What follows belongs to an exercise in optimizing a design on an open flow for small area; a production flow would make more cautious choices.
Only simulation tests tie the RTL to the original design; equivalence was not proved.

==> inputs of run K <==
## gyp_corr
module gyp_corr #(
    parameter NCH = 8
) (
    input  wire                 clk,
    input  wire                 rst,
    input  wire                 s_valid,
    input  wire [7:0]           s_i,
    input  wire [7:0]           s_q,
    input  wire                 cmd_valid,
    input  wire [2:0]           cmd_ch,
    input  wire [1:0]           cmd_op,
    input  wire [31:0]          cmd_data,
    output wire [NCH-1:0]       d_valid,
    output wire [NCH*24-1:0]    d_ie,
    output wire [NCH*24-1:0]    d_qe,
    output wire [NCH*24-1:0]    d_ip,
    output wire [NCH*24-1:0]    d_qp,
    output wire [NCH*24-1:0]    d_il,
    output wire [NCH*24-1:0]    d_ql
);
export LEC_CHECK = 0
export CAP_MARGIN = 20
export CORE_MARGIN = 2
export CORE_UTILIZATION = 50
export CTS_BUF_LIST = sky130_fd_sc_hd__clkbuf_4
export CTS_CLUSTER_DIAMETER = 40
export CTS_CLUSTER_SIZE = 8
export SLEW_MARGIN = 20
create_clock -name core_clock -period 16.0 [get_ports {clk}]
run.sh (not shown) runs the stock make flow with config.mk's settings and CLKGATE_MAP_FILE= SYNTH_SCRIPT=/design/flow/synth_recipe.tcl, a recipe that flattens the netlist after the stock synthesis.
==> run D (differences from run K) <==
--- a/flow/design.v
+++ b/flow/design.v
@@ -5,47 +5,46 @@
     input  wire signed [8:0] xiq,      
     input  wire signed [8:0] xqmi,     
     input  wire signed [8:0] xni,      
     output wire signed [8:0] hp,
     output wire signed [8:0] hq,
     output wire              nzp,
     output wire              nzq
 );
-    wire [6:0] sa, sb, sab;
-    assign sa[0] = (j == 4'd0) | (j == 4'd9) | (j == 4'd10) | (j == 4'd13);
-    assign sa[1] = (j == 4'd0) | (j == 4'd1) | (j == 4'd3) | (j == 4'd7);
-    assign sa[2] = (j == 4'd0) | (j == 4'd2) | (j == 4'd4) | (j == 4'd10) | (j == 4'd11) | (j == 4'd13);
-    assign sa[3] = (j == 4'd0) | (j == 4'd3) | (j == 4'd6) | (j == 4'd11);
-    assign sa[4] = (j == 4'd0) | (j == 4'd1) | (j == 4'd3) | (j == 4'd9);
-    assign sa[5] = (j == 4'd0) | (j == 4'd1) | (j == 4'd2) | (j == 4'd6) | (j == 4'd7);
-    assign sa[6] = (j == 4'd0) | (j == 4'd1) | (j == 4'd2) | (j == 4'd3) | (j == 4'd4) | (j == 4'd5);
-    assign sb[0] = (j == 4'd3) | (j == 4'd6) | (j == 4'd7);
-    assign sb[1] = (j == 4'd9) | (j == 4'd13) | (j == 4'd15);
-    assign sb[2] = (j == 4'd3) | (j == 4'd5) | (j == 4'd6) | (j == 4'd12) | (j == 4'd14);
-    assign sb[3] = (j == 4'd5) | (j == 4'd10) | (j == 4'd13);
-    assign sb[4] = (j == 4'd7) | (j == 4'd13) | (j == 4'd15);
-    assign sb[5] = (j == 4'd9) | (j == 4'd10) | (j == 4'd14) | (j == 4'd15);
-    assign sb[6] = (j == 4'd11) | (j == 4'd12) | (j == 4'd13) | (j == 4'd14) | (j == 4'd15);
-    assign sab[0] = (j == 4'd2) | (j == 4'd4) | (j == 4'd12) | (j == 4'd14);
-    assign sab[1] = (j == 4'd6) | (j == 4'd8) | (j == 4'd10);
-    assign sab[2] = (j == 4'd1) | (j == 4'd15);
-    assign sab[3] = (j == 4'd1) | (j == 4'd2) | (j == 4'd8) | (j == 4'd14) | (j == 4'd15);
-    assign sab[4] = (j == 4'd2) | (j == 4'd4) | (j == 4'd5) | (j == 4'd8) | (j == 4'd11) | (j == 4'd12) | (j == 4'd14);
-    assign sab[5] = (j == 4'd3) | (j == 4'd4) | (j == 4'd5) | (j == 4'd11) | (j == 4'd12) | (j == 4'd13);
-    assign sab[6] = (j == 4'd6) | (j == 4'd7) | (j == 4'd8) | (j == 4'd9) | (j == 4'd10);
+    reg [6:0] c, s;
+    always @(*) begin
+        case (j)
+            4'd0: begin c = 7'd127; s = 7'd0; end
+            4'd1: begin c = 7'd126; s = 7'd12; end
+            4'd2: begin c = 7'd125; s = 7'd25; end
+            4'd3: begin c = 7'd122; s = 7'd37; end
+            4'd4: begin c = 7'd117; s = 7'd49; end
+            4'd5: begin c = 7'd112; s = 7'd60; end
+            4'd6: begin c = 7'd106; s = 7'd71; end
+            4'd7: begin c = 7'd98; s = 7'd81; end
+            4'd8: begin c = 7'd90; s = 7'd90; end
+            4'd9: begin c = 7'd81; s = 7'd98; end
+            4'd10: begin c = 7'd71; s = 7'd106; end
+            4'd11: begin c = 7'd60; s = 7'd112; end
+            4'd12: begin c = 7'd49; s = 7'd117; end
+            4'd13: begin c = 7'd37; s = 7'd122; end
+            4'd14: begin c = 7'd25; s = 7'd125; end
+            4'd15: begin c = 7'd12; s = 7'd126; end
+        endcase
+    end
     wire [8:0] ai = {xi[7], xi};
     wire [8:0] aq = {xq[7], xq};
     wire [8:0] rp [0:6];
     wire [8:0] rq [0:6];
     genvar k;
     generate
         for (k = 0; k < 7; k = k + 1) begin : g_row
-            assign rp[k] = ({9{sa[k]}} & ai) | ({9{sb[k]}} & aq) | ({9{sab[k]}} & xiq);
-            assign rq[k] = ({9{sa[k]}} & aq) | ({9{sb[k]}} & xni) | ({9{sab[k]}} & xqmi);
+            assign rp[k] = c[k] ? (s[k] ? xiq : ai) : (s[k] ? aq : 9'd0);
+            assign rq[k] = c[k] ? (s[k] ? xqmi : aq) : (s[k] ? xni : 9'd0);
         end
     endgenerate
     wire tp_1;
     wire tp_2;
     assign tp_1 = rp[0][6] ^ rp[1][5];
     assign tp_2 = rp[0][6] & rp[1][5];
     wire tp_3;
     wire tp_4;
==> flow/flow/run.sh (new file) <==
#!/bin/bash
# The standard ORFS layout (the standard.sh) with three changes:
#  - synthesis skips the generic ABC pass inside Yosys's synth (SYNTH_ARGS=-noabc), so the
#    explicit adders reach extract_fa as written; the registers are the same as the
#    standard synthesis's;
#  - ports are buffered with sky130_fd_sc_hd__buf_1 instead of the default delay buffer;
#  - the clock tree uses clkbuf_4 cells in small clusters and no dummy loads.
# Each tool's full output is in standard.log (and ORFS's per-step logs under orfs/logs).
set -euo pipefail
export SYNTH_ARGS="-noabc"
export BUFFER_PORTS_ARGS="-buffer_cell sky130_fd_sc_hd__buf_1"
export CTS_ARGS="-sink_clustering_enable -repair_clock_nets -dont_use_dummy_load -buf_list sky130_fd_sc_hd__clkbuf_4 -sink_clustering_size 8 -sink_clustering_max_diameter 40"
bash standard.sh finish > standard.log 2>&1
==> flow/standard.sh (new file) <==
#!/bin/bash
# synth_recipe.tcl (not shown) runs the flow's synth.tcl, then flattens the netlist and writes it again
# the make line also repeats each setting of config.mk as NAME=value (left out here)
make -C /OpenROAD-flow-scripts/flow DESIGN_CONFIG=/design/flow/config.mk WORK_HOME=/design/flow/orfs CLKGATE_MAP_FILE= SYNTH_SCRIPT=/design/flow/synth_recipe.tcl "${@:-finish}"
- CTS_BUF_LIST: sky130_fd_sc_hd__clkbuf_4 -> not set
- CTS_CLUSTER_DIAMETER: 40 -> not set
- CTS_CLUSTER_SIZE: 8 -> not set
removed: flow/run.sh
==> run H (differences from run K) <==
==> flow/flow/run.sh (new file) <==
#!/bin/bash
# The standard ORFS layout (the standard.sh) with three changes:
#  - synthesis skips the generic ABC pass inside Yosys's synth (SYNTH_ARGS=-noabc), so the
#    explicit adders reach extract_fa as written; the registers are the same as the
#    standard synthesis's;
#  - ports are buffered with sky130_fd_sc_hd__buf_1 instead of the default delay buffer;
#  - the clock tree uses clkbuf_4 cells in small clusters and no dummy loads;
#  - after global routing, gates off the critical paths are downsized (RECOVER_POWER=100).
# Each tool's full output is in standard.log (and ORFS's per-step logs under orfs/logs).
set -euo pipefail
export SYNTH_ARGS="-noabc"
export BUFFER_PORTS_ARGS="-buffer_cell sky130_fd_sc_hd__buf_1"
export RECOVER_POWER=100
export CTS_ARGS="-sink_clustering_enable -repair_clock_nets -dont_use_dummy_load -buf_list sky130_fd_sc_hd__clkbuf_4 -sink_clustering_size 8 -sink_clustering_max_diameter 40"
bash standard.sh finish > standard.log 2>&1
==> flow/standard.sh (new file) <==
#!/bin/bash
# synth_recipe.tcl (not shown) runs the flow's synth.tcl, then flattens the netlist and writes it again
# the make line also repeats each setting of config.mk as NAME=value (left out here)
make -C /OpenROAD-flow-scripts/flow DESIGN_CONFIG=/design/flow/config.mk WORK_HOME=/design/flow/orfs CLKGATE_MAP_FILE= SYNTH_SCRIPT=/design/flow/synth_recipe.tcl "${@:-finish}"
- CTS_BUF_LIST: sky130_fd_sc_hd__clkbuf_4 -> not set
- CTS_CLUSTER_DIAMETER: 40 -> not set
- CTS_CLUSTER_SIZE: 8 -> not set
removed: flow/run.sh
==> run X (differences from run K) <==
==> flow/flow/run.sh (new file) <==
#!/bin/bash
# The standard ORFS layout (the standard.sh) with three changes:
#  - synthesis skips the generic ABC pass inside Yosys's synth (SYNTH_ARGS=-noabc), so the
#    explicit adders reach extract_fa as written; the registers are the same as the
#    standard synthesis's;
#  - ports are buffered with sky130_fd_sc_hd__buf_1 instead of the default delay buffer;
#  - the clock tree uses clkbuf_4 cells in small clusters and no dummy loads.
# Each tool's full output is in standard.log (and ORFS's per-step logs under orfs/logs).
set -euo pipefail
export SYNTH_ARGS="-noabc"
export BUFFER_PORTS_ARGS="-buffer_cell sky130_fd_sc_hd__buf_1"
export CTS_ARGS="-sink_clustering_enable -repair_clock_nets -dont_use_dummy_load -buf_list sky130_fd_sc_hd__clkbuf_4 -sink_clustering_size 8 -sink_clustering_max_diameter 40"
bash standard.sh finish > standard.log 2>&1
==> flow/standard.sh (new file) <==
#!/bin/bash
# synth_recipe.tcl (not shown) runs the flow's synth.tcl, then flattens the netlist and writes it again
# the make line also repeats each setting of config.mk as NAME=value (left out here)
make -C /OpenROAD-flow-scripts/flow DESIGN_CONFIG=/design/flow/config.mk WORK_HOME=/design/flow/orfs CLKGATE_MAP_FILE= SYNTH_SCRIPT=/design/flow/synth_recipe.tcl "${@:-finish}"
- CTS_BUF_LIST: sky130_fd_sc_hd__clkbuf_4 -> not set
- CTS_CLUSTER_DIAMETER: 40 -> not set
- CTS_CLUSTER_SIZE: 8 -> not set
removed: flow/run.sh
==> comparison <==
In run D the die area is higher than in run X, by 5.4%. Of run D and run K, run K has the higher count of clock-buffer cells in the layout (gap 119). Run D completed without violations. Run H completed and failed the layout checks on max-capacitance violations, max-slew violations. Run X finished with timing, DRC and antenna clean. Run K passed the timing, DRC and antenna checks. Against run K, the first-iteration DRC count of run H is smaller by 7.5%. In area after synthesis, run X and run H do not differ. Register-to-register slack, lowest first: run H, run K, run X, run D. The highest maximum frequency belongs to run D, the lowest to run H. Between run X and run D, the lower design area is in run X (gap 4.9%, measured against run D).

==> what the ideal ports hide <==
The results above use ideal ports. As a check the final layouts listed here were re-extracted and re-timed, cells and wires unchanged. Step 1, drivers: a clkbuf_16 drives clk and a buf_2 each remaining input, both assumed. Step 2 times the ports against the registers' clock, not the clock port: input delays grow and output delays shrink by t, the midpoint of the rising clock arrivals with the driver on. Slacks: no drivers / after step 1 / after step 2; pairs: no drivers / after step 1.
| run | t, ns | setup slack, ns | worst setup path after step 2 | latest minus earliest clock arrival (ns) | worst slew at a driven data input, ns |
|---|---|---|---|---|---|
| run K | 1.536 | 3.495 / 3.495 / 2.416 | input to register | 0.263 / 0.264 | 0.14 |
| run D | 1.545 | 3.745 / 3.745 / 3.745 | register to register | 0.194 / 0.194 | 0.10 |
| run H | 1.450 | 1.782 / 1.782 / 1.782 | register to register | 0.238 / 0.238 | 0.08 |
| run X | 1.444 | 3.708 / 3.708 / 3.708 | register to register | 0.232 / 0.232 | 0.08 |
The setup slack of run K, which loses most, moves by 0.000 ns with the drivers and by -1.079 ns with both steps.
